What follows belongs to an exercise in optimizing a design on an open flow for small area, a short achievable clock period and few clock cycles; a production flow would make more cautious choices.
Where RTL was checked, it was by simulation tests only, not by an equivalence proof against the original.
No functional check of the RTL was part of runs 1 and 3.
No activity file was given, so power comes from the tool's default toggle rates.

**flow/design.v**
```verilog
module tpfc (
    input  wire        clk,
    input  wire        rst,
    output wire        ready,
    input  wire        reg_req,
    input  wire        reg_we,
    input  wire [5:0]  reg_addr,
    input  wire [31:0] reg_wdata,
    output reg  [31:0] reg_rdata,
    input  wire        fb_req,
    input  wire        fb_we,
    input  wire [16:0] fb_addr,
    input  wire [7:0]  fb_wdata,
    output reg  [7:0]  fb_rdata,
    input  wire        cmd_valid,
    input  wire [15:0] cmd
);
    localparam integer FB_SIZE     = 40;
    localparam integer MAX_PAYLOAD = 32;
    localparam [7:0]   TPIDX_MAX   = 8'd1;
    localparam [7:0]   SYNC1       = 8'hB5;
    localparam [7:0]   SYNC2       = 8'h62;
    localparam [3:0] E_OK     = 4'd0;
    localparam [3:0] E_RATIO  = 4'd1;
    localparam [3:0] E_INDEX  = 4'd2;
    localparam [3:0] E_TRUNC  = 4'd3;
    localparam [3:0] E_SYNC   = 4'd4;
    localparam [3:0] E_LENGTH = 4'd5;
    localparam [3:0] E_CKSUM  = 4'd6;
    localparam [3:0] E_ILLEGAL= 4'd7;
    localparam [3:0] E_RANGE  = 4'd8;
    localparam [1:0] M_RANGE = 2'd0;
    localparam [1:0] M_FRAME = 2'd1;
    localparam [1:0] M_VAL   = 2'd2;
    function [15:0] csa;
        input [7:0] a, b, c;
        begin
            csa[7:0]  = a ^ b ^ c;
            csa[15:8] = {((a[6:0] & b[6:0]) | (a[6:0] & c[6:0]) | (b[6:0] & c[6:0])), 1'b0};
        end
    endfunction
    reg [3:0]  err;
    reg        sealed;
    reg [7:0]  ck_a, ck_b;
    reg [7:0]  cls, id;
    reg [15:0] plen;
    reg [16:0] flen;
    reg [16:0] rstart, rcount;
    reg [7:0]  tpidx;
    reg [31:0] freq, freqlock, ratio, ratiolock;
    reg [15:0] antdelay, rfdelay;
    reg [31:0] userdelay, flags;
    reg [15:0] navbbr;
    reg [7:0]  resetmode;
    reg [31:0] fixed;
    wire [7:0] fb [0:FB_SIZE-1];      
    reg        busy;          
    reg        s1;            
    reg        s2;            
    reg        s2l;           
    reg        fin;           
    reg        val2;          
    reg        ma;            
    reg        r2f1;          
    reg        r2fl;          
    reg        tp1;           
    reg        tp2;           
    reg [1:0]  mode;
    reg        conv_sel;      
    reg [2:0]  vg;            
    reg        lastq;         
    reg [4:0]  gsel;          
    reg [7:0]  gmask;         
    reg [5:0]  ve;            
    reg [5:0]  e1;            
    reg [5:0]  raddr;         
    reg [7:0]  gq0, gq1, gq2;         
    reg [7:0]  wq0, wq1, wq2, wq3;    
    reg [32:0] cz;            
    assign ready = !busy;
    wire acc_cmd = !busy && !rst && cmd_valid;
    wire acc_reg = !busy && !rst && !cmd_valid && reg_req;
    wire acc_fb  = !busy && !rst && !cmd_valid && !reg_req && fb_req;
    function invalid_ratio;
        input [31:0] p;
        begin
            invalid_ratio = (p[30:23] == 8'd255) ||
                            (p[31] && p[30:0] != 31'd0) ||
                            (p[30:23] >= 8'd127);
        end
    endfunction
    wire ratio_bad = invalid_ratio(ratio);
    wire lock_bad  = invalid_ratio(ratiolock);
    wire [31:0] conv_in = conv_sel ? ratiolock : ratio;
    wire [7:0]  cv_r = 8'd126 - conv_in[30:23];    
    wire [32:0] cv_x0 = {1'b1, conv_in[22:0], 9'd0};
    wire [32:0] cv_x1 = cv_r[0] ? {1'd0,  cv_x0[32:1]}  : cv_x0;
    wire [32:0] cv_x2 = cv_r[1] ? {2'd0,  cv_x1[32:2]}  : cv_x1;
    wire [32:0] cv_x3 = cv_r[2] ? {4'd0,  cv_x2[32:4]}  : cv_x2;
    wire [32:0] cv_x4 = cv_r[3] ? {8'd0,  cv_x3[32:8]}  : cv_x3;
    wire [32:0] cv_x5 = cv_r[4] ? {16'd0, cv_x4[32:16]} : cv_x4;
    wire [32:0] cv_x6 = cv_r[5] ? {32'd0, cv_x5[32]}    : cv_x5;
    wire [32:0] cv_z  = (cv_r[7:6] != 2'd0) ? 33'd0 : cv_x6;
    wire [31:0] cv_out = cz[32:1] + {31'd0, cz[0]};
    always @(posedge clk)
        cz <= cv_z;
    always @(posedge clk) begin
        gq0 <= g3[7:0];
        gq1 <= g3[15:8];
        gq2 <= g2b[15:8];
        wq0 <= w3a[7:0];
        wq1 <= w3a[15:8];
        wq2 <= w3b[7:0];
        wq3 <= w3b[15:8];
    end
    wire [7:0] op  = cmd[15:8];
    wire [7:0] imm = cmd[7:0];
    wire       imm0 = (imm == 8'h00);
    wire d_ckclr   = (op == 8'h01) && imm0;
    wire d_ckbyte  = (op == 8'h02);
    wire d_ckrange = (op == 8'h03) && imm0;
    wire d_r2f     = (op == 8'h10) && (imm[7:1] == 7'd0);
    wire d_encode  = (op == 8'h20) && imm0;
    wire d_valid   = (op == 8'h21) && imm0;
    wire d_bldtp   = (op == 8'h30) && imm0;
    wire d_bldrst  = (op == 8'h31) && imm0;
    wire d_bldpoll = (op == 8'h32) && imm0;
    wire [7:0] ck_ab = ck_a + ck_b;
    wire [7:0] ckb_a = ck_a + imm;
    wire [7:0] ckb_b = ck_ab + imm;
    wire [17:0] range_end = {1'b0, rstart} + {1'b0, rcount};
    wire        range_bad = range_end > FB_SIZE;
    wire        range_nil = (rcount == 17'd0);
    wire [5:0]  range_e   = rstart[5:0] + rcount[5:0] - 6'd1;
    wire        plen_bad  = plen > MAX_PAYLOAD;
    wire        tpidx_bad = tpidx > TPIDX_MAX;
    wire        tp_ok     = !ratio_bad && !lock_bad && !tpidx_bad;
    wire [15:0] fb_len    = {fb[5], fb[4]};
    wire [16:0] flen_m8   = flen - 17'd8;
    wire        v_range   = flen > FB_SIZE;
    wire        v_trunc   = flen < 17'd8;
    wire        v_sync    = fb[0] != SYNC1 || fb[1] != SYNC2;
    wire        v_length  = {1'b0, fb_len} != flen_m8;
    wire        v_ok      = !v_range && !v_trunc && !v_sync && !v_length;
    wire go_encode = acc_cmd && d_encode && !plen_bad;
    wire go_tp     = acc_cmd && d_bldtp && tp_ok;
    wire go_rst    = acc_cmd && d_bldrst;
    wire go_poll   = acc_cmd && d_bldpoll && !tpidx_bad;
    wire go_hdr    = go_encode || go_tp || go_rst || go_poll;
    wire [7:0] h_cls   = d_encode ? cls : 8'h06;
    wire [7:0] h_id    = d_encode ? id : (d_bldrst ? 8'h04 : 8'h31);
    wire [7:0] h_len   = d_encode ? plen[7:0] :
                         (d_bldrst ? 8'd4 : (d_bldpoll ? 8'd1 : 8'd32));
    wire [7:0] h_lenhi = d_encode ? plen[15:8] : 8'd0;
    function [5:0] slot_byte;
        input integer sg, sj;
        begin
            if (sg == 0)
                slot_byte = (sj < 6) ? 34 + sj : sj - 6;
            else
                slot_byte = 8 * sg - 6 + sj;
        end
    endfunction
    wire [7:0] y [0:7];
    genvar j, q;
    generate
        for (j = 0; j < 8; j = j + 1) begin : g_y
            wire [7:0] t [0:4];
            for (q = 0; q < 5; q = q + 1) begin : g_q
                wire en = gsel[q] & gmask[j];
                assign t[q] = fb[slot_byte(q, j)] & {8{en}};
            end
            assign y[j] = t[0] | t[1] | t[2] | t[3] | t[4];
        end
    endgenerate
    wire [15:0] g1a = csa(y[0], y[1], y[2]);
    wire [15:0] g1b = csa(y[3], y[4], y[5]);
    wire [15:0] g2a = csa(g1a[7:0], g1a[15:8], g1b[7:0]);
    wire [15:0] g2b = csa(g1b[15:8], y[6], y[7]);
    wire [15:0] g3  = csa(g2a[7:0], g2a[15:8], g2b[7:0]);
    wire [7:0] w00 = {y[0][4:0], 3'd0};
    wire [7:0] w01 = y[1];
    wire [7:0] w02 = {y[1][6:0], 1'b0};
    wire [7:0] w03 = {y[1][5:0], 2'd0};
    wire [7:0] w04 = {y[2][6:0], 1'b0};
    wire [7:0] w05 = {y[2][5:0], 2'd0};
    wire [7:0] w06 = y[3];
    wire [7:0] w07 = {y[3][5:0], 2'd0};
    wire [7:0] w08 = {y[4][5:0], 2'd0};
    wire [7:0] w09 = y[5];
    wire [7:0] w10 = {y[5][6:0], 1'b0};
    wire [7:0] w11 = {y[6][6:0], 1'b0};
    wire [7:0] w12 = y[7];
    wire [15:0] w1a = csa(w00, w03, w05);
    wire [15:0] w1b = csa(w07, w08, w02);
    wire [15:0] w1c = csa(w04, w10, w11);
    wire [15:0] w1d = csa(w01, w06, w09);
    wire [15:0] w2a = csa(w1a[7:0], w1a[15:8], w1b[7:0]);
    wire [15:0] w2b = csa(w1b[15:8], w1c[7:0], w1c[15:8]);
    wire [15:0] w2c = csa(w1d[7:0], w1d[15:8], w12);
    wire [15:0] w3a = csa(w2a[7:0], w2a[15:8], w2b[7:0]);
    wire [15:0] w3b = csa(w2b[15:8], w2c[7:0], w2c[15:8]);
    wire [15:0] a1  = csa(ck_a, gq0, gq1);
    wire [15:0] a2  = csa(a1[7:0], a1[15:8], gq2);
    wire [7:0]  nsa = a2[7:0] + a2[15:8];
    wire [15:0] b1a = csa(ck_b, {ck_a[4:0], 3'd0}, wq0);
    wire [15:0] b1b = csa(wq1, wq2, wq3);
    wire [15:0] b2a = csa(b1a[7:0], b1a[15:8], b1b[7:0]);
    wire [15:0] b3a = csa(b2a[7:0], b2a[15:8], b1b[15:8]);
    wire [7:0]  nsb = b3a[7:0] + b3a[15:8];
    wire [2:0] tt  = ~ve[2:0];
    wire [7:0] fta = (tt[0] ? ck_a : 8'd0) + (tt[1] ? {ck_a[6:0], 1'b0} : 8'd0)
                   + (tt[2] ? {ck_a[5:0], 2'd0} : 8'd0);
    wire [7:0] fb_b = ck_b - fta;
    wire [5:0] rd_idx   = busy ? raddr : fb_addr[5:0];
    wire       rd_in    = busy || (fb_addr < 17'd40);
    wire [7:0] rd_byte  = rd_in ? fb[rd_idx] : 8'd0;
    wire [63:0] ra;      
    genvar k;
    generate
        for (k = 0; k < 64; k = k + 1) begin : g_ra
            assign ra[k] = (reg_addr == k);
        end
    endgenerate
    wire [31:0] rd_mux =
          ({32{ra[6'h00]}} & {27'd0, sealed, err})
        | ({32{ra[6'h01]}} & {16'd0, ck_b, ck_a})
        | ({32{ra[6'h02]}} & {24'd0, cls})
        | ({32{ra[6'h03]}} & {24'd0, id})
        | ({32{ra[6'h04]}} & {16'd0, plen})
        | ({32{ra[6'h05]}} & {15'd0, flen})
        | ({32{ra[6'h06]}} & {15'd0, rstart})
        | ({32{ra[6'h07]}} & {15'd0, rcount})
        | ({32{ra[6'h08]}} & {24'd0, tpidx})
        | ({32{ra[6'h09]}} & freq)
        | ({32{ra[6'h0A]}} & freqlock)
        | ({32{ra[6'h0B]}} & ratio)
        | ({32{ra[6'h0C]}} & ratiolock)
        | ({32{ra[6'h0D]}} & {16'd0, antdelay})
        | ({32{ra[6'h0E]}} & {16'd0, rfdelay})
        | ({32{ra[6'h0F]}} & userdelay)
        | ({32{ra[6'h10]}} & flags)
        | ({32{ra[6'h11]}} & {16'd0, navbbr})
        | ({32{ra[6'h12]}} & {24'd0, resetmode})
        | ({32{ra[6'h13]}} & fixed)
        | ({32{ra[6'h14]}} & {6'd0, 1'b0, 1'b0, TPIDX_MAX, SYNC2, SYNC1})
        | ({32{ra[6'h15]}} & MAX_PAYLOAD);
    always @(posedge clk) begin
        if (acc_reg && !reg_we)
            reg_rdata <= rd_mux;
        if ((acc_fb && !fb_we) || (busy && !val2))
            fb_rdata <= rd_byte;
    end
    wire wr_host = acc_fb && fb_we && (fb_addr < 17'd40);
    wire wr_ck   = fin && (mode == M_FRAME);
    wire [7:0] bus_ev = !busy ? fb_wdata : (e1[0] ? fb_b : ck_a);
    wire [7:0] bus_od = !busy ? fb_wdata : (e1[0] ? ck_a : fb_b);
    wire [255:0] tp_payload = {flags, userdelay, cv_out, cv_out, freqlock, freq,
                               rfdelay, antdelay, 16'h0000, 8'h01, tpidx};
    wire [31:0]  rst_payload = {8'h00, resetmode, navbbr};
    wire [8*FB_SIZE-1:0] tp_image  = {16'd0, tp_payload, 48'd0};
    wire [8*FB_SIZE-1:0] rst_image = {240'd0, rst_payload, 48'd0};
    wire [8*FB_SIZE-1:0] hdr_image = {272'd0, h_lenhi, h_len, h_id, h_cls, SYNC2, SYNC1};
    genvar g;
    generate
        for (g = 0; g < FB_SIZE; g = g + 1) begin : g_fb
            reg [7:0] b;
            assign fb[g] = b;
            wire sel_hdr = go_hdr && g < 6;
            wire sel_tp  = (go_tp && g >= 6 && g < 10) ||
                           (tp1 && g >= 10 && g < 26) ||
                           (tp1 && g >= 30 && g < 38) ||
                           (tp2 && g >= 26 && g < 30);
            wire sel_rst = go_rst && g >= 6 && g < 10;
            wire sel_pol = go_poll && g == 6;
            wire sel_bus = (wr_host && fb_addr[5:0] == g) ||
                           (wr_ck && (e1 == g || e1 + 6'd1 == g));
            always @(posedge clk) begin
                if (sel_hdr)
                    b <= hdr_image[g*8 +: 8];
                else if (sel_tp)
                    b <= tp_image[g*8 +: 8];
                else if (sel_rst)
                    b <= rst_image[g*8 +: 8];
                else if (sel_pol)
                    b <= tpidx;
                else if (sel_bus)
                    b <= (g % 2 == 0) ? bus_ev : bus_od;
            end
        end
    endgenerate
    wire [31:0] hw_data = rst ? 32'd0 : reg_wdata;
    wire        hw_we   = rst || (acc_reg && reg_we);
    always @(posedge clk) begin
        if (hw_we && (rst || reg_addr == 6'h06)) rstart    <= hw_data[16:0];
        if (hw_we && (rst || reg_addr == 6'h07)) rcount    <= hw_data[16:0];
        if (hw_we && (rst || reg_addr == 6'h08)) tpidx     <= hw_data[7:0];
        if (hw_we && (rst || reg_addr == 6'h09)) freq      <= hw_data;
        if (hw_we && (rst || reg_addr == 6'h0A)) freqlock  <= hw_data;
        if (hw_we && (rst || reg_addr == 6'h0B)) ratio     <= hw_data;
        if (hw_we && (rst || reg_addr == 6'h0C)) ratiolock <= hw_data;
        if (hw_we && (rst || reg_addr == 6'h0D)) antdelay  <= hw_data[15:0];
        if (hw_we && (rst || reg_addr == 6'h0E)) rfdelay   <= hw_data[15:0];
        if (hw_we && (rst || reg_addr == 6'h0F)) userdelay <= hw_data;
        if (hw_we && (rst || reg_addr == 6'h10)) flags     <= hw_data;
        if (hw_we && (rst || reg_addr == 6'h11)) navbbr    <= hw_data[15:0];
        if (hw_we && (rst || reg_addr == 6'h12)) resetmode <= hw_data[7:0];
    end
    function [4:0] slot_of;
        input [2:0] v;
        begin
            case (v)
                3'd1:    slot_of = 5'b00010;
                3'd2:    slot_of = 5'b00100;
                3'd3:    slot_of = 5'b01000;
                3'd4:    slot_of = 5'b10000;
                default: slot_of = 5'b00001;
            endcase
        end
    endfunction
    function [7:0] mask_from;
        input [2:0] lo;
        integer mj;
        begin
            for (mj = 0; mj < 8; mj = mj + 1)
                mask_from[mj] = (mj >= lo);
        end
    endfunction
    function [7:0] mask_to;
        input [2:0] hi;
        integer mj;
        begin
            for (mj = 0; mj < 8; mj = mj + 1)
                mask_to[mj] = (mj <= hi);
        end
    endfunction
    wire [5:0] rg_vs  = rstart[5:0] + 6'd6;
    wire [5:0] rg_ve  = range_e + 6'd6;
    wire       rg_one = (rg_vs[5:3] == rg_ve[5:3]);
    wire [7:0] rg_msk = mask_from(rg_vs[2:0]) & (rg_one ? mask_to(rg_ve[2:0]) : 8'hFF);
    wire [5:0] en_ve  = plen[5:0] + 6'd11;
    wire       en_one = (en_ve[5:3] == 3'd1);
    wire [7:0] en_msk = en_one ? mask_to(en_ve[2:0]) : 8'hFF;
    wire [5:0] va_ve  = flen[5:0] + 6'd3;
    wire       va_one = (va_ve[5:3] == 3'd1);
    wire [7:0] va_msk = va_one ? mask_to(va_ve[2:0]) : 8'hFF;
    wire [2:0] vg_n   = vg + 3'd1;
    wire       last_n = (vg_n == ve[5:3]);
    task start;
        input [2:0] t_vg;
        input       t_last;
        input [7:0] t_msk;
        input [5:0] t_ve;
        input [1:0] t_mode;
        begin
            busy  <= 1'b1;
            s1    <= 1'b1;
            mode  <= t_mode;
            vg    <= t_vg;
            lastq <= t_last;
            gsel  <= slot_of(t_vg);
            gmask <= t_msk;
            ve    <= t_ve;
            e1    <= t_ve - 6'd5;
            raddr <= t_ve - 6'd5;
            ck_a  <= 8'd0;
            ck_b  <= 8'd0;
        end
    endtask
    always @(posedge clk) begin
        if (rst) begin
            busy      <= 1'b0;
            s1        <= 1'b0;
            s2        <= 1'b0;
            s2l       <= 1'b0;
            fin       <= 1'b0;
            val2      <= 1'b0;
            ma        <= 1'b0;
            r2f1      <= 1'b0;
            r2fl      <= 1'b0;
            tp1       <= 1'b0;
            tp2       <= 1'b0;
            mode      <= M_RANGE;
            conv_sel  <= 1'b0;
            vg        <= 3'd0;
            lastq     <= 1'b0;
            gsel      <= 5'd0;
            gmask     <= 8'd0;
            ve        <= 6'd0;
            e1        <= 6'd0;
            raddr     <= 6'd0;
            err       <= E_OK;
            sealed    <= 1'b0;
            ck_a      <= 8'd0;
            ck_b      <= 8'd0;
            cls       <= 8'd0;
            id        <= 8'd0;
            plen      <= 16'd0;
            flen      <= 17'd0;
            fixed     <= 32'd0;
        end else begin
            if (acc_reg && reg_we) begin
                case (reg_addr)
                    6'h02: cls  <= reg_wdata[7:0];
                    6'h03: id   <= reg_wdata[7:0];
                    6'h04: plen <= reg_wdata[15:0];
                    6'h05: begin
                        flen   <= reg_wdata[16:0];
                        sealed <= 1'b0;
                    end
                    default: ;
                endcase
            end
            if (acc_fb && fb_we)
                sealed <= 1'b0;
            if (acc_cmd) begin
                if (d_ckclr) begin
                    ck_a <= 8'd0;
                    ck_b <= 8'd0;
                    err  <= E_OK;
                end else if (d_ckbyte) begin
                    ck_a <= ckb_a;
                    ck_b <= ckb_b;
                    err  <= E_OK;
                end else if (d_ckrange) begin
                    if (range_bad) begin
                        err <= E_RANGE;
                    end else if (range_nil) begin
                        ck_a <= 8'd0;
                        ck_b <= 8'd0;
                        err  <= E_OK;
                    end else begin
                        start(rg_vs[5:3], rg_one, rg_msk, rg_ve, M_RANGE);
                    end
                end else if (d_r2f) begin
                    if (imm[0] ? lock_bad : ratio_bad) begin
                        err <= E_RATIO;
                    end else begin
                        busy     <= 1'b1;
                        conv_sel <= imm[0];
                        r2fl     <= imm[0];
                        r2f1     <= !imm[0];
                    end
                end else if (d_encode) begin
                    if (plen_bad)
                        err <= E_RANGE;
                    else
                        start(3'd1, en_one, en_msk, en_ve, M_FRAME);
                end else if (d_valid) begin
                    if (!v_ok)
                        sealed <= 1'b0;
                    if (v_range)
                        err <= E_RANGE;
                    else if (v_trunc)
                        err <= E_TRUNC;
                    else if (v_sync)
                        err <= E_SYNC;
                    else if (v_length)
                        err <= E_LENGTH;
                    else
                        start(3'd1, va_one, va_msk, va_ve, M_VAL);
                end else if (d_bldtp) begin
                    if (ratio_bad || lock_bad) begin
                        err <= E_RATIO;
                    end else if (tpidx_bad) begin
                        err <= E_INDEX;
                    end else begin
                        cls      <= 8'h06;
                        id       <= 8'h31;
                        plen     <= 16'd32;
                        conv_sel <= 1'b1;
                        tp1      <= 1'b1;
                        start(3'd1, 1'b0, 8'hFF, 6'd43, M_FRAME);
                    end
                end else if (d_bldrst) begin
                    cls   <= 8'h06;
                    id    <= 8'h04;
                    plen  <= 16'd4;
                    start(3'd1, 1'b1, 8'hFF, 6'd15, M_FRAME);
                end else if (d_bldpoll) begin
                    if (tpidx_bad) begin
                        err <= E_INDEX;
                    end else begin
                        cls   <= 8'h06;
                        id    <= 8'h31;
                        plen  <= 16'd1;
                        start(3'd1, 1'b1, 8'h1F, 6'd12, M_FRAME);
                    end
                end else begin
                    err <= E_ILLEGAL;
                end
            end
            if (r2fl) begin
                r2fl <= 1'b0;
                r2f1 <= 1'b1;
            end
            if (r2f1) begin
                fixed    <= cv_out;
                err      <= E_OK;
                r2f1     <= 1'b0;
                conv_sel <= 1'b0;
                busy     <= 1'b0;
            end
            if (tp1) begin
                tp1 <= 1'b0;
                tp2 <= 1'b1;
            end
            if (tp2) begin
                tp2      <= 1'b0;
                conv_sel <= 1'b0;
            end
            s2  <= s1;
            s2l <= s1 && lastq;
            if (s1) begin
                vg    <= vg_n;
                lastq <= last_n;
                gsel  <= slot_of(vg_n);
                gmask <= last_n ? mask_to(ve[2:0]) : 8'hFF;
                if (lastq)
                    s1 <= 1'b0;
            end
            if (s2) begin
                ck_a <= nsa;
                ck_b <= nsb;
            end
            fin <= s2l;
            if (s2l)
                raddr <= e1 + 6'd1;
            if (fin) begin
                ck_b <= fb_b;
                ma   <= (ck_a == fb_rdata);
                case (mode)
                    M_RANGE: begin
                        busy <= 1'b0;
                        err  <= E_OK;
                    end
                    M_FRAME: begin
                        busy   <= 1'b0;
                        flen   <= {11'd0, e1} + 17'd2;
                        sealed <= 1'b1;
                        err    <= E_OK;
                    end
                    default: begin
                        val2 <= 1'b1;
                    end
                endcase
            end
            if (val2) begin
                val2 <= 1'b0;
                busy <= 1'b0;
                if (ma && ck_b == fb_rdata) begin
                    cls    <= fb[2];
                    id     <= fb[3];
                    plen   <= fb_len;
                    sealed <= 1'b1;
                    err    <= E_OK;
                end else begin
                    sealed <= 1'b0;
                    err    <= E_CKSUM;
                end
            end
        end
    end
endmodule
```
**flow/run.sh**
```bash
#!/bin/bash
# synth_recipe.tcl (not shown) runs the flow's synth.tcl, then flattens the netlist and writes it again
# the make line also repeats each setting of config.mk as NAME=value (left out here)
make -C /OpenROAD-flow-scripts/flow DESIGN_CONFIG=/design/flow/config.mk WORK_HOME=/design/flow/orfs CLKGATE_MAP_FILE= SYNTH_SCRIPT=/design/flow/synth_recipe.tcl finish
```
**flow/constraint.sdc**
```tcl
create_clock -name core_clock -period 8.0 [get_ports {clk}]
set_input_delay 1.6000 -clock core_clock [delete_from_list [all_inputs] [get_ports {clk}]]
set_output_delay 1.6000 -clock core_clock [all_outputs]
set_load 0.01 [all_outputs]
```
**flow/config.mk**
```make
export PLATFORM = sky130hd
export DESIGN_NAME = tpfc
export DESIGN_NICKNAME = tpfc
export VERILOG_FILES = /design/flow/design.v
export SDC_FILE = /design/flow/constraint.sdc
export NUM_CORES = 4
export LEC_CHECK = 0
export CAP_MARGIN = 30
export CORE_MARGIN = 2
export CORE_UTILIZATION = 40
export PLACE_DENSITY = 0.6
export SETUP_SLACK_MARGIN = 4.5
export SLEW_MARGIN = 30
```
==> notes.md, run 1 <==
# TYPE chip_impl_metric gauge
chip_impl_metric{name="setup_violations",unit=""} 0
chip_impl_metric{name="max_cap_violations",unit=""} 0
chip_impl_metric{name="critPathRequiredTime",unit="ns"} 8.48
chip_impl_metric{name="tritoncts_num_sinks",unit=""} 883
chip_impl_info{name="final_cell_mix",value="sky130_fd_sc_hd__edfxtp_1, sky130_fd_sc_hd__nand2_1, sky130_fd_sc_hd__buf_4"} 1
chip_impl_info{name="final_common_cell",value="sky130_fd_sc_hd__edfxtp_1"} 1
chip_impl_info{name="critical_path_slowest_stage_cell",value="sky130_fd_sc_hd__fa_1"} 1
chip_impl_metric{name="drive_above_1_share",unit=""} 0.257
chip_impl_metric{name="number_of_nets_produced_by_synthesis",unit=""} 5394
chip_impl_metric{name="leakage",unit="uW"} 0.0248
chip_impl_metric{name="std_cell_rows",unit=""} 130
chip_impl_metric{name="groute.layer.met3.usage",unit=""} 0.161
chip_impl_metric{name="whs_path_depth",unit=""} 1
chip_impl_metric{name="skew",unit="ns"} 0.0557
chip_impl_metric{name="syn_area_per_cell",unit="um2"} 10.0
chip_impl_info{name="cp_launch_type",value="flop"} 1
chip_impl_info{name="critical_hold_path_startpoint",value="r2fl"} 1
chip_impl_info{name="ys_dominant_reg_cell",value="sky130_fd_sc_hd__edfxtp_1"} 1
chip_impl_metric{name="first_iter_violations",unit=""} 8446
chip_impl_metric{name="tns_setup",unit="ns"} 0
chip_impl_metric{name="fin_hold_ws",unit="ns"} 0.441
chip_impl_metric{name="setup.reg_to_reg.worst_slack",unit="ns"} 3.97
chip_impl_metric{name="wire_per_inst",unit="um"} 43.7
chip_impl_metric{name="global_route.usage.met2",unit=""} 0.688
chip_impl_info{name="end_kind",value="flop"} 1
chip_impl_metric{name="finalNonFillerCells",unit=""} 7273
chip_impl_metric{name="coreArea",unit="mm2"} 0.126
chip_impl_metric{name="postSynthRegisterBits",unit=""} 883
chip_impl_metric{name="grt_start_max_net_pins",unit=""} 145
chip_impl_metric{name="tightest_slew",unit="ns"} 1.29
chip_impl_metric{name="peakVddDrop",unit="V"} 0.000217
chip_impl_metric{name="detailedPlacementHpwl",unit="um"} 241000
chip_impl_metric{name="dp.cells",unit=""} 6709
chip_impl_info{name="worst-setup-path-type",value="flop to flop"} 1
chip_impl_metric{name="min_period",unit="ns"} 4.03
chip_impl_metric{name="clock_tree.buffer_depth",unit=""} 3
chip_impl_metric{name="max_slew_margin",unit=""} 0.138
chip_impl_metric{name="pin_count",unit=""} 127
chip_impl_metric{name="drt_drc_violations_left",unit=""} 0
chip_impl_metric{name="wire_length_after_detailed_routing",unit="um"} 318000
chip_impl_metric{name="die-height",unit="um"} 360
chip_impl_metric{name="critical_path.n_buffers_inverters",unit=""} 6
chip_impl_metric{name="ys.warnings.count",unit=""} 1
chip_impl_metric{name="synth.lib_cells_used.distinct",unit=""} 94
chip_impl_metric{name="global_route.usage.met1",unit=""} 0.605
chip_impl_metric{name="timing.final.crit_share",unit=""} 0.504
chip_impl_metric{name="dr.pass1.iters",unit=""} 10
chip_impl_info{name="status",value="complete, no violations"} 1
chip_impl_info{name="rsz0062_at_grt",value="yes"} 1
chip_impl_metric{name="vias",unit=""} 49800
chip_impl_metric{name="synth_enable_flop_cells",unit=""} 610
chip_impl_metric{name="place_worst_setup_slack",unit="ns"} 2.23
chip_impl_metric{name="cts.reportedPaths.clkPinSlew",unit="ns"} 0.06
chip_impl_metric{name="worstPathArrival",unit="ns"} 4.52
chip_impl_metric{name="areaGrowthSynthToFinish",unit="%"} 30.5
chip_impl_metric{name="count_of_nets_left_with_antenna_violations_after_detail_routing",unit=""} 0
chip_impl_info{name="timing.rr.start",value="ck_a[2]"} 1
chip_impl_metric{name="final_nets",unit=""} 5846
chip_impl_metric{name="die-width",unit="um"} 360
chip_impl_metric{name="maxClockFrequency",unit="MHz"} 248
chip_impl_metric{name="cts-htree-levels",unit=""} 3
chip_impl_metric{name="syn_inst",unit=""} 5068
chip_impl_info{name="worst_path_dominant_cell_family",value="adder cells"} 1
chip_impl_metric{name="r2r_cells",unit=""} 18
chip_impl_metric{name="io_buffers",unit=""} 126
chip_impl_metric{name="syn-cell-area",unit="mm2"} 0.0507
chip_impl_info{name="cell_at_the_root_of_the_clock_tree",value="sky130_fd_sc_hd__clkbuf_16"} 1
chip_impl_metric{name="async_flop_share",unit=""} 0
chip_impl_info{name="cts_tree",value="built"} 1
chip_impl_metric{name="grt-ovfl-total",unit=""} 0
chip_impl_info{name="hp-class",value="flop to flop"} 1
chip_impl_metric{name="grt_use_total",unit=""} 0.473
chip_impl_info{name="gr-max-usage-layer",value="met2"} 1
chip_impl_info{name="timing.hold.worst_endpoint",value="r2fl"} 1
chip_impl_metric{name="grt_pass1_vias",unit=""} 45800
chip_impl_metric{name="cpPeakStageDelay",unit="ns"} 0.57
chip_impl_metric{name="ctsHoldBuffers",unit=""} 0
chip_impl_metric{name="cts_inserted_buffers",unit=""} 101
chip_impl_metric{name="gp_congestion",unit=""} 1.11
chip_impl_metric{name="clock_insertion_delay_worst_skew",unit="ns"} 0.77
chip_impl_metric{name="grt_pass1_wl",unit="um"} 415000
chip_impl_metric{name="via_per_inst",unit=""} 6.85
chip_impl_metric{name="synth_seq_area_share",unit=""} 0.469
chip_impl_info{name="endpoint_of_the_lowest_slack_register_to_register_path",value="g_fb[20].b[6]"} 1
chip_impl_metric{name="timing_max_transition_violations_final",unit=""} 0
chip_impl_info{name="cell_by_cell_listing_of_the_critical_path",value="clkinvlp_4 -> buf_12 -> nor2_4 -> fa_1 -> inv_2 -> fa_1 -> ha_4 -> buf_6 -> a21oi_4 -> o21bai_1 -> a21oi_2 -> xor2_2 -> a21oi_2 -> o21bai_4 -> buf_6 -> buf_12 -> nor2_4 -> a21o_1"} 1
chip_impl_metric{name="hold_viol",unit=""} 0
chip_impl_metric{name="grt_antenna_before_repair",unit=""} 33
chip_impl_metric{name="layout_setup_ws",unit="ns"} 3.97
chip_impl_metric{name="powerDensity",unit="mW/mm2"} 174
chip_impl_metric{name="floorplan.die_area",unit="mm2"} 0.130
chip_impl_metric{name="starting_utilization_of_the_core_area",unit=""} 0.404
chip_impl_metric{name="critical_path_peak_fanout",unit=""} 5
==> state kept, by name, indices dropped and copies added, names as in the netlist, 32 cells and up <==
signal and flops:
ratiolock 32, cz 33, freqlock 32, g_fb.b 320, reg_rdata 32, freq 32
fixed 32, ratio 32, flags 32, userdelay 32
==> cell families (layout without fill, tap and decap cells) <==
group,count (synthesis),count (layout),share of synthesized area
compound gates,1354,1355,0.188
xor+xnor,186,186,0.0324
fa+ha+maj,240,240,0.0787
buf+inv,586,1116,0.0438
flops,883,883,0.469
mux,162,162,0.0328
other cells,0,15,0
simple gates,1657,1666,0.156
==> cells in the mapped netlist (29+ instances only) <==
library cell,n,share of area
sky130_fd_sc_hd__a21o_1,99,0.015
sky130_fd_sc_hd__and2_1,52,0.0064
sky130_fd_sc_hd__buf_1,29,0.0021
sky130_fd_sc_hd__a222oi_1,39,0.0077
sky130_fd_sc_hd__mux2_2,33,0.0073
sky130_fd_sc_hd__nand3_1,112,0.011
sky130_fd_sc_hd__and3_1,55,0.0068
sky130_fd_sc_hd__a21oi_1,341,0.034
sky130_fd_sc_hd__fa_1,132,0.052
sky130_fd_sc_hd__nor3_1,122,0.012
sky130_fd_sc_hd__a22oi_1,265,0.039
sky130_fd_sc_hd__xor2_1,80,0.014
sky130_fd_sc_hd__a22o_1,89,0.015
sky130_fd_sc_hd__edfxtp_1,610,0.36
sky130_fd_sc_hd__ha_1,108,0.027
sky130_fd_sc_hd__clkbuf_1,275,0.020
sky130_fd_sc_hd__a221oi_1,64,0.011
sky130_fd_sc_hd__a211oi_1,74,0.011
sky130_fd_sc_hd__nor2b_1,89,0.011
sky130_fd_sc_hd__nand2_1,531,0.039
sky130_fd_sc_hd__mux2i_1,129,0.025
sky130_fd_sc_hd__nand4_1,87,0.011
sky130_fd_sc_hd__inv_1,270,0.020
sky130_fd_sc_hd__nor2_1,416,0.031
sky130_fd_sc_hd__dfxtp_1,273,0.11
sky130_fd_sc_hd__nor4_1,53,0.0065
sky130_fd_sc_hd__a31oi_1,35,0.0043
sky130_fd_sc_hd__o21ai_0,110,0.011
sky130_fd_sc_hd__xnor2_1,105,0.018
==> metal layers <==
layer,wire [um],share of wire
met3,42500,0.13
met1,117000,0.37
met4,26000,0.082
met5,402,0.0013
met2,131000,0.41
==> worst reg2reg max path: cells and delay by family (launching register included) <==
family	cells	cell delay, ns
buf+inv	6	0.66
flops	1	0.36
simple gates	2	0.12
xor+xnor	1	0.33
compound gates	6	1.03
fa+ha+maj	3	1.30
==> worst max-delay path by stage <==
stage / from / end / slack, ns / cells past startpoint
4_1_cts: ck_b[3] / ck_b[7] / 4.00 / 16
2_1_floorplan: cmd[1] / ck_b[7] / 4.01 / 13
5_1_grt: rcount[0] / mode[1] / 3.91 / 15
3_5_place_dp: cmd[1] / g_fb[3].b[5] / 2.23 / 9
3_3_place_gp: cmd[1] / g_fb[3].b[1] / 2.25 / 9
6_report: ck_a[2] / g_fb[20].b[6] / 3.97 / 18
==> report_power, final <==
part | switching (uW) | internal [uW] | total (uW) | leakage, uW
combinational | 924 | 512 | 1440 | 0.0152
sequential | 168 | 5030 | 5200 | 0.00793
clock | 2140 | 2710 | 4860 | 0.00167
==> metrics by stage <==
step	total power, uW	area [um2]	utilization
finish	11500	66200	0.527
detailed placement	6410	55900	0.444
floorplan	5830	52200	-
CTS	11300	63900	0.508
global placement	6400	55700	0.443
global route	11700	66200	0.526
==> final cells by class <==
cell class                 count  area, um2
inverter                     273       1070
clock inverter                76        781
timing repair buffer         651       6720
clock buffer                 115       2600
sequential                   883      23900
timing repair inverter         1       7.51
antenna                       15       37.5
tap                         1650       2060
fill                       11100      59500
multi-input combinational   3609      29100
==> repair_timing <==
item / in CTS / in global routing
pin swaps: 149 / 134
setup buffers: 241 / 97
endpoints found under the hold margin: 0 / 0
endpoints found under the setup margin: 983 / 699
cloned: 11 / 9
gates resized for setup: 593 / 309
==> run 2: changes to the inputs <==
--- a/flow/design.v
+++ b/flow/design.v
@@ -75,6 +75,6 @@
     reg [5:0]  e1;            
     reg [5:0]  raddr;         
-    reg [7:0]  gq0, gq1, gq2;         
-    reg [7:0]  wq0, wq1, wq2, wq3;    
+    reg [7:0]  gq0, gq1, gq2;     
+    reg [7:0]  wq0, wq1, wq2;     
     reg [32:0] cz;            
     assign ready = !busy;
@@ -105,13 +105,4 @@
     always @(posedge clk)
         cz <= cv_z;
-    always @(posedge clk) begin
-        gq0 <= g3[7:0];
-        gq1 <= g3[15:8];
-        gq2 <= g2b[15:8];
-        wq0 <= w3a[7:0];
-        wq1 <= w3a[15:8];
-        wq2 <= w3b[7:0];
-        wq3 <= w3b[15:8];
-    end
     wire [7:0] op  = cmd[15:8];
     wire [7:0] imm = cmd[7:0];
@@ -126,7 +117,6 @@
     wire d_bldrst  = (op == 8'h31) && imm0;
     wire d_bldpoll = (op == 8'h32) && imm0;
-    wire [7:0] ck_ab = ck_a + ck_b;
     wire [7:0] ckb_a = ck_a + imm;
-    wire [7:0] ckb_b = ck_ab + imm;
+    wire [7:0] ckb_b = ck_b + ck_a + imm;
     wire [17:0] range_end = {1'b0, rstart} + {1'b0, rcount};
     wire        range_bad = range_end > FB_SIZE;
@@ -201,12 +191,11 @@
     wire [15:0] w3a = csa(w2a[7:0], w2a[15:8], w2b[7:0]);
     wire [15:0] w3b = csa(w2b[15:8], w2c[7:0], w2c[15:8]);
+    wire [15:0] w4  = csa(w3a[7:0], w3a[15:8], w3b[7:0]);
     wire [15:0] a1  = csa(ck_a, gq0, gq1);
-    wire [15:0] a2  = csa(a1[7:0], a1[15:8], gq2);
-    wire [7:0]  nsa = a2[7:0] + a2[15:8];
+    wire [7:0]  nsa = a1[7:0] + a1[15:8] + gq2;
     wire [15:0] b1a = csa(ck_b, {ck_a[4:0], 3'd0}, wq0);
-    wire [15:0] b1b = csa(wq1, wq2, wq3);
-    wire [15:0] b2a = csa(b1a[7:0], b1a[15:8], b1b[7:0]);
-    wire [15:0] b3a = csa(b2a[7:0], b2a[15:8], b1b[15:8]);
-    wire [7:0]  nsb = b3a[7:0] + b3a[15:8];
+    wire [15:0] b1b = csa(b1a[7:0], b1a[15:8], wq1);
+    wire [15:0] b1c = csa(b1b[7:0], b1b[15:8], wq2);
+    wire [7:0]  nsb = b1c[7:0] + b1c[15:8];
     wire [2:0] tt  = ~ve[2:0];
     wire [7:0] fta = (tt[0] ? ck_a : 8'd0) + (tt[1] ? {ck_a[6:0], 1'b0} : 8'd0)
@@ -268,7 +257,6 @@
             assign fb[g] = b;
             wire sel_hdr = go_hdr && g < 6;
-            wire sel_tp  = (go_tp && g >= 6 && g < 10) ||
-                           (tp1 && g >= 10 && g < 26) ||
-                           (tp1 && g >= 30 && g < 38) ||
+            wire sel_tp  = (go_tp && g >= 6 && g < 38 && !(g >= 22 && g < 30)) ||
+                           (tp1 && g >= 22 && g < 26) ||
                            (tp2 && g >= 26 && g < 30);
             wire sel_rst = go_rst && g >= 6 && g < 10;
@@ -390,4 +378,10 @@
             e1        <= 6'd0;
             raddr     <= 6'd0;
+            gq0       <= 8'd0;
+            gq1       <= 8'd0;
+            gq2       <= 8'd0;
+            wq0       <= 8'd0;
+            wq1       <= 8'd0;
+            wq2       <= 8'd0;
             err       <= E_OK;
             sealed    <= 1'b0;
@@ -513,4 +507,10 @@
             s2l <= s1 && lastq;
             if (s1) begin
+                gq0   <= g3[7:0];
+                gq1   <= g3[15:8];
+                gq2   <= g2b[15:8];
+                wq0   <= w4[7:0];
+                wq1   <= w4[15:8];
+                wq2   <= w3b[15:8];
                 vg    <= vg_n;
                 lastq <= last_n;
==> notes.md, run 2 <==
# TYPE chip_impl_metric gauge
chip_impl_metric{name="via_per_inst",unit=""} 6.85
chip_impl_metric{name="dr.pass1.iters",unit=""} 8
chip_impl_metric{name="tritoncts_num_sinks",unit=""} 876
chip_impl_metric{name="drt_drc_violations_left",unit=""} 0
chip_impl_metric{name="maxClockFrequency",unit="MHz"} 247
chip_impl_info{name="cp_launch_type",value="flop"} 1
chip_impl_metric{name="fillers",unit=""} 11200
chip_impl_metric{name="grt_pass1_wl",unit="um"} 414000
chip_impl_metric{name="syn_area_per_cell",unit="um2"} 10.1
chip_impl_metric{name="synth_enable_flop_cells",unit=""} 610
chip_impl_metric{name="cts-htree-levels",unit=""} 3
chip_impl_info{name="rsz0062_at_grt",value="yes"} 1
chip_impl_metric{name="area_of_all_placed_cells_without_fillers",unit="mm2"} 0.0665
chip_impl_info{name="register_with_the_most_flip_flops",value="g_fb.b"} 1
chip_impl_metric{name="synth.lib_cells_used.distinct",unit=""} 95
chip_impl_metric{name="grt_start_max_net_pins",unit=""} 64
chip_impl_metric{name="detailed_place.area",unit="mm2"} 0.0560
chip_impl_info{name="worst-setup-path-type",value="flop to flop"} 1
chip_impl_metric{name="postSynthRegisterBits",unit=""} 876
chip_impl_metric{name="syn_inst",unit=""} 5053
chip_impl_metric{name="vias",unit=""} 49600
chip_impl_metric{name="coreArea",unit="mm2"} 0.127
chip_impl_info{name="synth_area_leader_cell",value="sky130_fd_sc_hd__edfxtp_1"} 1
chip_impl_info{name="status",value="complete, no violations"} 1
chip_impl_metric{name="clock_tree.buffer_depth",unit=""} 3
chip_impl_metric{name="timing.final.crit_share",unit=""} 0.505
chip_impl_info{name="yosys.cell_count.top_type",value="sky130_fd_sc_hd__edfxtp_1"} 1
chip_impl_metric{name="number_of_nets_produced_by_synthesis",unit=""} 5380
chip_impl_info{name="cell_by_cell_listing_of_the_critical_path",value="and2_4 -> buf_12 -> nand2_4 -> nand2_2 -> a221o_2 -> inv_4 -> fa_1 -> inv_2 -> fa_1 -> inv_2 -> fa_1 -> inv_2 -> fa_2 -> mux2i_1 -> nor2_1"} 1
chip_impl_info{name="cts_tree",value="built"} 1
chip_impl_metric{name="die-width",unit="um"} 361
chip_impl_metric{name="timing_max_transition_violations_final",unit=""} 0
chip_impl_info{name="synthTopCellsByCount",value="sky130_fd_sc_hd__edfxtp_1, sky130_fd_sc_hd__nand2_1, sky130_fd_sc_hd__nor2_1, sky130_fd_sc_hd__a22oi_1, sky130_fd_sc_hd__clkbuf_1"} 1
chip_impl_metric{name="skew",unit="ns"} 0.0574
chip_impl_metric{name="critPathRequiredTime",unit="ns"} 8.64
chip_impl_metric{name="max_cap_violations",unit=""} 0
chip_impl_metric{name="worstPathArrival",unit="ns"} 4.68
chip_impl_metric{name="count_of_nets_left_with_antenna_violations_after_detail_routing",unit=""} 0
chip_impl_metric{name="max_slew_margin",unit=""} 0.236
chip_impl_metric{name="pin_count",unit=""} 127
chip_impl_metric{name="tns_setup",unit="ns"} 0
chip_impl_info{name="critical_path_slowest_stage_cell",value="sky130_fd_sc_hd__dfxtp_4"} 1
chip_impl_metric{name="areaGrowthSynthToFinish",unit="%"} 30.3
chip_impl_metric{name="async_flop_share",unit=""} 0
chip_impl_metric{name="total_power",unit="uW"} 11600
chip_impl_metric{name="std_cell_rows",unit=""} 131
chip_impl_metric{name="gp_congestion",unit=""} 1.09
chip_impl_metric{name="grt_pass1_vias",unit=""} 45600
chip_impl_metric{name="final_nets",unit=""} 5808
chip_impl_info{name="final_cell_mix",value="sky130_fd_sc_hd__edfxtp_1, sky130_fd_sc_hd__nand2_1, sky130_fd_sc_hd__nor2_1"} 1
chip_impl_metric{name="grt_antenna_before_repair",unit=""} 24
chip_impl_info{name="synth_area_leaders",value="sky130_fd_sc_hd__edfxtp_1, sky130_fd_sc_hd__dfxtp_1, sky130_fd_sc_hd__fa_1"} 1
chip_impl_info{name="hp-class",value="flop to flop"} 1
chip_impl_metric{name="leakage",unit="uW"} 0.0247
chip_impl_metric{name="die-height",unit="um"} 361
chip_impl_metric{name="yosysTopAreaCellShare",unit=""} 0.359
chip_impl_metric{name="powerDensity",unit="mW/mm2"} 175
chip_impl_metric{name="critical_path_peak_fanout",unit=""} 10
chip_impl_info{name="reg_top3",value="g_fb.b (320), cz (33)"} 1
chip_impl_metric{name="grt-ovfl-total",unit=""} 0
chip_impl_metric{name="setup_violations",unit=""} 0
chip_impl_metric{name="synth_seq_area_share",unit=""} 0.463
chip_impl_metric{name="grt_use_total",unit=""} 0.470
chip_impl_metric{name="first_iter_violations",unit=""} 8274
chip_impl_metric{name="floorplan.die_area",unit="mm2"} 0.130
chip_impl_metric{name="hold_viol",unit=""} 0
chip_impl_metric{name="cpPeakStageDelay",unit="ns"} 0.61
chip_impl_metric{name="cts_inserted_buffers",unit=""} 100
chip_impl_metric{name="syn-cell-area",unit="mm2"} 0.0510
chip_impl_metric{name="peakVddDrop",unit="V"} 0.000195
chip_impl_metric{name="wire_length_after_detailed_routing",unit="um"} 316000
chip_impl_metric{name="ys.warnings.count",unit=""} 1
chip_impl_metric{name="io_buffers",unit=""} 126
chip_impl_info{name="cell_at_the_root_of_the_clock_tree",value="sky130_fd_sc_hd__clkbuf_16"} 1
chip_impl_metric{name="min_period",unit="ns"} 4.04
chip_impl_metric{name="drive_above_1_share",unit=""} 0.273
chip_impl_info{name="end_kind",value="flop"} 1
chip_impl_metric{name="cts.reportedPaths.clkPinSlew",unit="ns"} 0.06
chip_impl_metric{name="clock_insertion_delay_worst_skew",unit="ns"} 0.76
chip_impl_metric{name="flip_flop_count_of_the_largest_register_after_layout",unit=""} 320
chip_impl_metric{name="wire_per_inst",unit="um"} 43.6
chip_impl_info{name="ys_dominant_reg_cell",value="sky130_fd_sc_hd__edfxtp_1"} 1
chip_impl_info{name="final_common_cell",value="sky130_fd_sc_hd__edfxtp_1"} 1
chip_impl_metric{name="detailedPlacementHpwl",unit="um"} 240000
chip_impl_metric{name="tightest_slew",unit="ns"} 1.15
chip_impl_metric{name="starting_utilization_of_the_core_area",unit=""} 0.402
==> run 2: worst paths after layout <==
path | from | to | cells after the start | slack (ns)
worst min-delay path | r2fl | r2fl | 1 | 0.45
worst max-delay path | gsel[1] | wq0[3] | 15 | 3.96
worst min register to register | r2fl | r2fl | 1 | 0.45
worst max register to register | gsel[1] | wq0[3] | 15 | 3.96
==> run 2: what timing repair did <==
action                                  4_1_cts  5_1_grt
cloned                                       17        5
endpoints found under the setup margin     1042      798
setup buffers                               264       84
gates resized for setup                     640      337
pin swaps                                   194      159
hold buffers                                  0        0
==> run 2: final cells by class <==
| type | count | area (um2) | area share |
|---|---|---|---|
| antenna | 11 | 27.5 | 0.000414 |
| clock buffer | 141 | 2910 | 0.0438 |
| clock inverter | 46 | 657 | 0.00988 |
| inverter | 198 | 768 | 0.0116 |
| multi-input combinational | 3669 | 29900 | 0.450 |
| sequential | 876 | 23700 | 0.357 |
| tap | 1662 | 2080 | 0.0313 |
| timing repair buffer | 636 | 6370 | 0.0959 |
==> run 2: stage by stage <==
step | worst slack [ns] | hold WS, ns | cells | util
final | 3.96 | 0.451 | 7239 | 0.523
after global routing | 3.87 | 0.456 | 7233 | 0.523
after CTS | 4.01 | 0.442 | 7138 | 0.507
after detailed placement | 2.29 | 0.416 | 6670 | 0.440
after global placement | 2.03 | 0.410 | 6657 | 0.439
after floorplan | 3.94 | 0.397 | 5053 | -
==> run 2: worst max-delay path: cells and delay by family, from the launching register on <==
| family | cells | cell delay, ns |
|---|---|---|
| simple gates | 4 | 0.52 |
| buf+inv | 5 | 0.35 |
| flops | 1 | 0.61 |
| mux | 1 | 0.07 |
| compound gates | 1 | 0.27 |
| fa+ha+maj | 4 | 2.11 |
==> run 2: cells by family (layout without fill, tap and decap cells) <==
group | Yosys count | after routing | share of synthesized area
AO/OA/AOI/OAI | 1406 | 1406 | 0.198
XOR/XNOR | 186 | 186 | 0.0322
adder cells (fa/ha/maj) | 241 | 241 | 0.0786
buffers and inverters | 518 | 1021 | 0.0385
flip-flops | 876 | 876 | 0.463
multiplexers | 192 | 192 | 0.0389
other | 0 | 11 | 0
AND/OR/NAND/NOR | 1634 | 1644 | 0.151
==> run 2: per-layer routing <==
| layer | share of wire | GRT usage |
|---|---|---|
| met4 | 0.079 | 0.288 |
| met5 | 0.00039 | 0 |
| met3 | 0.13 | 0.157 |
| met2 | 0.41 | 0.675 |
| met1 | 0.37 | 0.611 |
==> run 2: power breakdown <==
group	switching (uW)	internal [uW]	leakage [uW]
combinational	898	500	0.0151
sequential	197	5000	0.00788
clock	2120	2890	0.00174
Testbench counts of run 2, summed over its fixed seeds: cycles 114,886.
==> run 3: changes to the inputs <==
--- a/flow/design.v
+++ b/flow/design.v
@@ -59,4 +59,6 @@
     reg        s2;            
     reg        s2l;           
+    reg        s1f;           
+    reg        s2f;           
     reg        fin;           
     reg        val2;          
@@ -75,6 +77,6 @@
     reg [5:0]  e1;            
     reg [5:0]  raddr;         
-    reg [7:0]  gq0, gq1, gq2;     
-    reg [7:0]  wq0, wq1, wq2;     
+    reg [7:0]  gq0, gq1, gq2;         
+    reg [7:0]  wq0, wq1, wq2, wq3;    
     reg [32:0] cz;            
     assign ready = !busy;
@@ -105,4 +107,13 @@
     always @(posedge clk)
         cz <= cv_z;
+    always @(posedge clk) begin
+        gq0 <= g3[7:0];
+        gq1 <= g3[15:8];
+        gq2 <= g2b[15:8];
+        wq0 <= w3a[7:0];
+        wq1 <= w3a[15:8];
+        wq2 <= w3b[7:0];
+        wq3 <= w3b[15:8];
+    end
     wire [7:0] op  = cmd[15:8];
     wire [7:0] imm = cmd[7:0];
@@ -117,6 +128,7 @@
     wire d_bldrst  = (op == 8'h31) && imm0;
     wire d_bldpoll = (op == 8'h32) && imm0;
-    wire [7:0] ckb_a = ck_a + imm;
-    wire [7:0] ckb_b = ck_b + ck_a + imm;
+    wire [15:0] ckb_c = csa(ck_a, ck_b, imm);
+    wire [7:0]  ckb_a = ck_a + imm;
+    wire [7:0]  ckb_b = ckb_c[7:0] + ckb_c[15:8];
     wire [17:0] range_end = {1'b0, rstart} + {1'b0, rcount};
     wire        range_bad = range_end > FB_SIZE;
@@ -191,15 +203,19 @@
     wire [15:0] w3a = csa(w2a[7:0], w2a[15:8], w2b[7:0]);
     wire [15:0] w3b = csa(w2b[15:8], w2c[7:0], w2c[15:8]);
-    wire [15:0] w4  = csa(w3a[7:0], w3a[15:8], w3b[7:0]);
-    wire [15:0] a1  = csa(ck_a, gq0, gq1);
-    wire [7:0]  nsa = a1[7:0] + a1[15:8] + gq2;
-    wire [15:0] b1a = csa(ck_b, {ck_a[4:0], 3'd0}, wq0);
-    wire [15:0] b1b = csa(b1a[7:0], b1a[15:8], wq1);
-    wire [15:0] b1c = csa(b1b[7:0], b1b[15:8], wq2);
-    wire [7:0]  nsb = b1c[7:0] + b1c[15:8];
-    wire [2:0] tt  = ~ve[2:0];
-    wire [7:0] fta = (tt[0] ? ck_a : 8'd0) + (tt[1] ? {ck_a[6:0], 1'b0} : 8'd0)
-                   + (tt[2] ? {ck_a[5:0], 2'd0} : 8'd0);
-    wire [7:0] fb_b = ck_b - fta;
+    wire [7:0]  sa0 = s2f ? 8'd0 : ck_a;
+    wire [7:0]  sb0 = s2f ? 8'd0 : ck_b;
+    wire [15:0] a1  = csa(sa0, gq0, gq1);
+    wire [15:0] a2  = csa(a1[7:0], a1[15:8], gq2);
+    wire [7:0]  nsa = a2[7:0] + a2[15:8];
+    wire [15:0] b1a = csa(sb0, {sa0[4:0], 3'd0}, wq0);
+    wire [15:0] b1b = csa(wq1, wq2, wq3);
+    wire [15:0] b2a = csa(b1a[7:0], b1a[15:8], b1b[7:0]);
+    wire [15:0] b3a = csa(b2a[7:0], b2a[15:8], b1b[15:8]);
+    wire [7:0]  nsb = b3a[7:0] + b3a[15:8];
+    wire [2:0]  tt  = ~ve[2:0];
+    wire [15:0] f1  = csa(ck_b, ~(tt[0] ? ck_a : 8'd0), ~(tt[1] ? {ck_a[6:0], 1'b0} : 8'd0));
+    wire [15:0] f2  = csa(f1[7:0], f1[15:8], ~(tt[2] ? {ck_a[5:0], 2'd0} : 8'd0));
+    wire [15:0] f3  = csa(f2[7:0], f2[15:8], 8'd3);
+    wire [7:0]  fb_b = f3[7:0] + f3[15:8];
     wire [5:0] rd_idx   = busy ? raddr : fb_addr[5:0];
     wire       rd_in    = busy || (fb_addr < 17'd40);
@@ -257,6 +273,7 @@
             assign fb[g] = b;
             wire sel_hdr = go_hdr && g < 6;
-            wire sel_tp  = (go_tp && g >= 6 && g < 38 && !(g >= 22 && g < 30)) ||
-                           (tp1 && g >= 22 && g < 26) ||
+            wire sel_tp  = (go_tp && g >= 6 && g < 10) ||
+                           (tp1 && g >= 10 && g < 26) ||
+                           (tp1 && g >= 30 && g < 38) ||
                            (tp2 && g >= 26 && g < 30);
             wire sel_rst = go_rst && g >= 6 && g < 10;
@@ -333,27 +350,71 @@
     wire       va_one = (va_ve[5:3] == 3'd1);
     wire [7:0] va_msk = va_one ? mask_to(va_ve[2:0]) : 8'hFF;
+    reg [2:0] p_vg;
+    reg       p_last;
+    reg [7:0] p_msk;
+    reg [5:0] p_ve, p_e1;
+    reg [1:0] p_mode;
+    always @(*) begin
+        if (!op[5]) begin                        
+            p_vg = rg_vs[5:3]; p_last = rg_one; p_msk = rg_msk;
+            p_ve = rg_ve; p_e1 = range_e + 6'd1; p_mode = M_RANGE;
+        end else if (!op[4]) begin
+            if (!op[0]) begin                    
+                p_vg = 3'd1; p_last = en_one; p_msk = en_msk;
+                p_ve = en_ve; p_e1 = plen[5:0] + 6'd6; p_mode = M_FRAME;
+            end else begin                       
+                p_vg = 3'd1; p_last = va_one; p_msk = va_msk;
+                p_ve = va_ve; p_e1 = flen[5:0] - 6'd2; p_mode = M_VAL;
+            end
+        end else if (op[1]) begin                
+            p_vg = 3'd1; p_last = 1'b1; p_msk = 8'h1F;
+            p_ve = 6'd12; p_e1 = 6'd7; p_mode = M_FRAME;
+        end else if (op[0]) begin                
+            p_vg = 3'd1; p_last = 1'b1; p_msk = 8'hFF;
+            p_ve = 6'd15; p_e1 = 6'd10; p_mode = M_FRAME;
+        end else begin                           
+            p_vg = 3'd1; p_last = 1'b0; p_msk = 8'hFF;
+            p_ve = 6'd43; p_e1 = 6'd38; p_mode = M_FRAME;
+        end
+    end
+    wire go_fold = acc_cmd && ((d_ckrange && !range_bad && !range_nil) ||
+                               (d_encode && !plen_bad) || (d_valid && v_ok) ||
+                               (d_bldtp && tp_ok) || d_bldrst ||
+                               (d_bldpoll && !tpidx_bad));
+    wire       ck_byte = acc_cmd && d_ckbyte;
+    wire       ck_zero = acc_cmd && (d_ckclr || (d_ckrange && !range_bad && range_nil));
+    wire       cka_we  = rst || s2 || ck_byte || ck_zero;
+    wire       ckb_we  = cka_we || fin;
+    wire [7:0] cka_o   = ck_byte ? ckb_a : 8'd0;
+    wire [7:0] ckb_o   = fin ? fb_b : (ck_byte ? ckb_b : 8'd0);
+    wire [7:0] cka_d   = rst ? 8'd0 : (s2 ? nsa : cka_o);
+    wire [7:0] ckb_d   = rst ? 8'd0 : (s2 ? nsb : ckb_o);
+    always @(posedge clk) begin
+        if (cka_we) ck_a <= cka_d;
+        if (ckb_we) ck_b <= ckb_d;
+    end
+    always @(posedge clk) begin
+        if (!busy) begin
+            vg    <= p_vg;
+            lastq <= p_last;
+            gsel  <= slot_of(p_vg);
+            gmask <= p_msk;
+            ve    <= p_ve;
+            e1    <= p_e1;
+            raddr <= p_e1;
+            mode  <= p_mode;
+        end else begin
+            if (s1) begin
+                vg    <= vg_n;
+                lastq <= last_n;
+                gsel  <= slot_of(vg_n);
+                gmask <= last_n ? mask_to(ve[2:0]) : 8'hFF;
+            end
+            if (s2l)
+                raddr <= e1 + 6'd1;
+        end
+    end
     wire [2:0] vg_n   = vg + 3'd1;
     wire       last_n = (vg_n == ve[5:3]);
-    task start;
-        input [2:0] t_vg;
-        input       t_last;
-        input [7:0] t_msk;
-        input [5:0] t_ve;
-        input [1:0] t_mode;
-        begin
-            busy  <= 1'b1;
-            s1    <= 1'b1;
-            mode  <= t_mode;
-            vg    <= t_vg;
-            lastq <= t_last;
-            gsel  <= slot_of(t_vg);
-            gmask <= t_msk;
-            ve    <= t_ve;
-            e1    <= t_ve - 6'd5;
-            raddr <= t_ve - 6'd5;
-            ck_a  <= 8'd0;
-            ck_b  <= 8'd0;
-        end
-    endtask
     always @(posedge clk) begin
         if (rst) begin
@@ -362,4 +423,6 @@
             s2        <= 1'b0;
             s2l       <= 1'b0;
+            s1f       <= 1'b0;
+            s2f       <= 1'b0;
             fin       <= 1'b0;
             val2      <= 1'b0;
@@ -369,23 +432,7 @@
             tp1       <= 1'b0;
             tp2       <= 1'b0;
-            mode      <= M_RANGE;
             conv_sel  <= 1'b0;
-            vg        <= 3'd0;
-            lastq     <= 1'b0;
-            gsel      <= 5'd0;
-            gmask     <= 8'd0;
-            ve        <= 6'd0;
-            e1        <= 6'd0;
-            raddr     <= 6'd0;
-            gq0       <= 8'd0;
-            gq1       <= 8'd0;
-            gq2       <= 8'd0;
-            wq0       <= 8'd0;
-            wq1       <= 8'd0;
-            wq2       <= 8'd0;
             err       <= E_OK;
             sealed    <= 1'b0;
-            ck_a      <= 8'd0;
-            ck_b      <= 8'd0;
             cls       <= 8'd0;
             id        <= 8'd0;
@@ -409,11 +456,5 @@
                 sealed <= 1'b0;
             if (acc_cmd) begin
-                if (d_ckclr) begin
-                    ck_a <= 8'd0;
-                    ck_b <= 8'd0;
-                    err  <= E_OK;
-                end else if (d_ckbyte) begin
-                    ck_a <= ckb_a;
-                    ck_b <= ckb_b;
+                if (d_ckclr || d_ckbyte) begin
                     err  <= E_OK;
                 end else if (d_ckrange) begin
@@ -421,9 +462,7 @@
                         err <= E_RANGE;
                     end else if (range_nil) begin
-                        ck_a <= 8'd0;
-                        ck_b <= 8'd0;
                         err  <= E_OK;
                     end else begin
-                        start(rg_vs[5:3], rg_one, rg_msk, rg_ve, M_RANGE);
+                        busy <= 1'b1;
                     end
                 end else if (d_r2f) begin
@@ -440,5 +479,5 @@
                         err <= E_RANGE;
                     else
-                        start(3'd1, en_one, en_msk, en_ve, M_FRAME);
+                        busy <= 1'b1;
                 end else if (d_valid) begin
                     if (!v_ok)
@@ -453,5 +492,5 @@
                         err <= E_LENGTH;
                     else
-                        start(3'd1, va_one, va_msk, va_ve, M_VAL);
+                        busy <= 1'b1;
                 end else if (d_bldtp) begin
                     if (ratio_bad || lock_bad) begin
@@ -465,5 +504,5 @@
                         conv_sel <= 1'b1;
                         tp1      <= 1'b1;
-                        start(3'd1, 1'b0, 8'hFF, 6'd43, M_FRAME);
+                        busy <= 1'b1;
                     end
                 end else if (d_bldrst) begin
@@ -471,5 +510,5 @@
                     id    <= 8'h04;
                     plen  <= 16'd4;
-                    start(3'd1, 1'b1, 8'hFF, 6'd15, M_FRAME);
+                    busy <= 1'b1;
                 end else if (d_bldpoll) begin
                     if (tpidx_bad) begin
@@ -479,5 +518,5 @@
                         id    <= 8'h31;
                         plen  <= 16'd1;
-                        start(3'd1, 1'b1, 8'h1F, 6'd12, M_FRAME);
+                        busy <= 1'b1;
                     end
                 end else begin
@@ -504,29 +543,18 @@
                 conv_sel <= 1'b0;
             end
+            if (go_fold) begin
+                s1  <= 1'b1;
+                s1f <= 1'b1;
+            end
             s2  <= s1;
+            s2f <= s1 && s1f;
             s2l <= s1 && lastq;
             if (s1) begin
-                gq0   <= g3[7:0];
-                gq1   <= g3[15:8];
-                gq2   <= g2b[15:8];
-                wq0   <= w4[7:0];
-                wq1   <= w4[15:8];
-                wq2   <= w3b[15:8];
-                vg    <= vg_n;
-                lastq <= last_n;
-                gsel  <= slot_of(vg_n);
-                gmask <= last_n ? mask_to(ve[2:0]) : 8'hFF;
+                s1f <= 1'b0;
                 if (lastq)
                     s1 <= 1'b0;
             end
-            if (s2) begin
-                ck_a <= nsa;
-                ck_b <= nsb;
-            end
             fin <= s2l;
-            if (s2l)
-                raddr <= e1 + 6'd1;
             if (fin) begin
-                ck_b <= fb_b;
                 ma   <= (ck_a == fb_rdata);
                 case (mode)
==> notes.md, run 3 <==
# TYPE chip_impl_metric gauge
chip_impl_info{name="cell_at_the_root_of_the_clock_tree",value="sky130_fd_sc_hd__clkbuf_16"} 1
chip_impl_metric{name="coreArea",unit="mm2"} 0.125
chip_impl_info{name="timing.hold.worst_endpoint",value="r2fl"} 1
chip_impl_metric{name="count_of_nets_left_with_antenna_violations_after_detail_routing",unit=""} 0
chip_impl_metric{name="maxClockFrequency",unit="MHz"} 239
chip_impl_info{name="status",value="complete, no violations"} 1
chip_impl_metric{name="synth_enable_flop_cells",unit=""} 663
chip_impl_metric{name="areaGrowthSynthToFinish",unit="%"} 29.6
chip_impl_metric{name="via_per_inst",unit=""} 6.76
chip_impl_info{name="cp_launch_type",value="flop"} 1
chip_impl_info{name="cts_tree",value="built"} 1
chip_impl_info{name="synthTopCellsByCount",value="sky130_fd_sc_hd__edfxtp_1, sky130_fd_sc_hd__nand2_1, sky130_fd_sc_hd__nor2_1, sky130_fd_sc_hd__a21oi_1, sky130_fd_sc_hd__inv_1"} 1
chip_impl_info{name="final_common_cell",value="sky130_fd_sc_hd__edfxtp_1"} 1
chip_impl_metric{name="yosysTopAreaCellShare",unit=""} 0.396
chip_impl_metric{name="timing.final.crit_share",unit=""} 0.523
chip_impl_metric{name="fillers",unit=""} 11000
chip_impl_metric{name="critical_path.n_buffers_inverters",unit=""} 4
chip_impl_info{name="rsz0062_at_grt",value="yes"} 1
chip_impl_metric{name="first_iter_violations",unit=""} 8194
chip_impl_metric{name="cpPeakStageDelay",unit="ns"} 0.81
chip_impl_metric{name="hold_viol",unit=""} 0
chip_impl_metric{name="cts-htree-levels",unit=""} 3
chip_impl_metric{name="area.sequential",unit="mm2"} 0.0244
chip_impl_metric{name="final_nets",unit=""} 5663
chip_impl_info{name="yosys.cell_count.top_type",value="sky130_fd_sc_hd__edfxtp_1"} 1
chip_impl_metric{name="grt_antenna_before_repair",unit=""} 28
chip_impl_info{name="worst_path_dominant_cell_family",value="compound AO/OA/AOI/OAI gates"} 1
chip_impl_metric{name="timing_max_transition_violations_final",unit=""} 0
chip_impl_metric{name="detailedPlacementHpwl",unit="um"} 232000
chip_impl_metric{name="starting_utilization_of_the_core_area",unit=""} 0.402
chip_impl_info{name="gr-max-usage-layer",value="met2"} 1
chip_impl_metric{name="grt_pass1_vias",unit=""} 43700
chip_impl_info{name="end_kind",value="flop"} 1
chip_impl_info{name="worst-setup-path-type",value="flop to flop"} 1
-- run 3: cell types whose count changed in the layout (fill, tap and decap cells not counted), sizes merged, moves of 25 or more --
| cell | before | now |
|---|---|---|
| a22oi | 310 | 276 |
| dfxtp | 266 | 222 |
| a21oi | 252 | 371 |
| o21a | 69 | 7 |
| nor3 | 103 | 74 |
| o21ai | 123 | 98 |
| edfxtp | 610 | 663 |
| mux2i | 141 | 102 |
| nor2 | 476 | 377 |
| inv | 198 | 313 |
| a21o | 139 | 67 |
-- run 3: layout make-up --
type / instances / area share
clock buffer: 142 / 0.0435
sequential: 885 / 0.374
inverter: 311 / 0.0186
timing repair inverter: 1 / 0.0000768
antenna: 12 / 0.000461
tap: 1650 / 0.0317
timing repair buffer: 628 / 0.0978
multi-input combinational: 3399 / 0.426
clock inverter: 45 / 0.00782
-- run 3: power breakdown --
group,switching (uW),internal (uW)
clock network,2090,2680
logic,3980,2770
registers,313,5290
total,6380,10700
-- run 3: worst max path at each step --
stage / start / endpoint / slack (ns) / depth (start not counted)
after detailed placement: cmd[8] / plen[9] / 2.46 / 11
after CTS: ve[0] / g_fb[36].b[6] / 3.90 / 16
after global routing: ve[1] / g_fb[32].b[7] / 3.76 / 18
after global placement: cmd[8] / cls[5] / 2.44 / 11
final: ck_b[0] / g_fb[36].b[6] / 3.81 / 16
after floorplan: ve[0] / g_fb[11].b[6] / 4.17 / 15
-- run 3: cells by family after synthesis --
kind of cell / Yosys count / synth area share
AO/OA/AOI/OAI: 1295 / 0.180
AND/OR/NAND/NOR: 1503 / 0.142
multiplexers: 148 / 0.0306
XOR/XNOR: 195 / 0.0345
buffers and inverters: 613 / 0.0463
adder cells (fa/ha/maj): 252 / 0.0821
flip-flops: 885 / 0.484
-- run 3: per-layer routing --
metal	wire, um	vias up	part of all wire
met5	228	-	0.00074
met4	24800	28	0.081
met3	39900	934	0.13
met2	127000	3727	0.41
met1	116000	24100	0.38
li1	-	19000	-
-- run 3: what timing repair did --
item / 4_1_cts / 5_1_grt
setup buffers: 242 / 88
endpoints found under the setup margin: 989 / 749
cloned: 9 / 5
pin swaps: 160 / 147
resized for setup: 664 / 276
-- run 3: metrics by stage --
stage,cells,area (um2),utilization,setup WS [ns]
after global placement,6529,54600,0.437,2.44
after CTS,6968,63100,0.505,3.90
final,7073,65100,0.521,3.81
after detailed placement,6530,54800,0.438,2.46
after global routing,7064,65100,0.520,3.76
after floorplan,4891,51200,-,4.17

## afterwards: timing with drivers on the ports
The flow's constraints put no driver on any port. The routed layouts listed below were extracted and timed again, unchanged, in two steps. Step 1 assumes that a clkbuf_16 drives the clock port and a buf_2 every other input. Step 2, shift: input delay + t, output delay - t, t = (earliest + latest rising clock arrival at the registers) / 2. This alone moves slack from input paths to output paths. Slacks: no drivers / after step 1 / after step 2; pairs: no drivers / after step 1.
| run | shift t [ns] | setup slack, ns | latest minus earliest clock arrival (ns) | cell pins on the clock port's net |
|---|---|---|---|---|
| run 1 | 0.819 | 3.968 / 3.968 / 3.313 | 0.057 / 0.057 | 1 |
| run 2 | 0.814 | 3.958 / 3.958 / 3.530 | 0.059 / 0.059 | 1 |
| run 3 | 0.797 | 3.814 / 3.814 / 3.646 | 0.069 / 0.068 | 1 |
After both steps setup and hold are still met in every run listed. The setup slack of run 1, which loses most, moves by 0.000 ns with the drivers and by -0.655 ns with both steps.
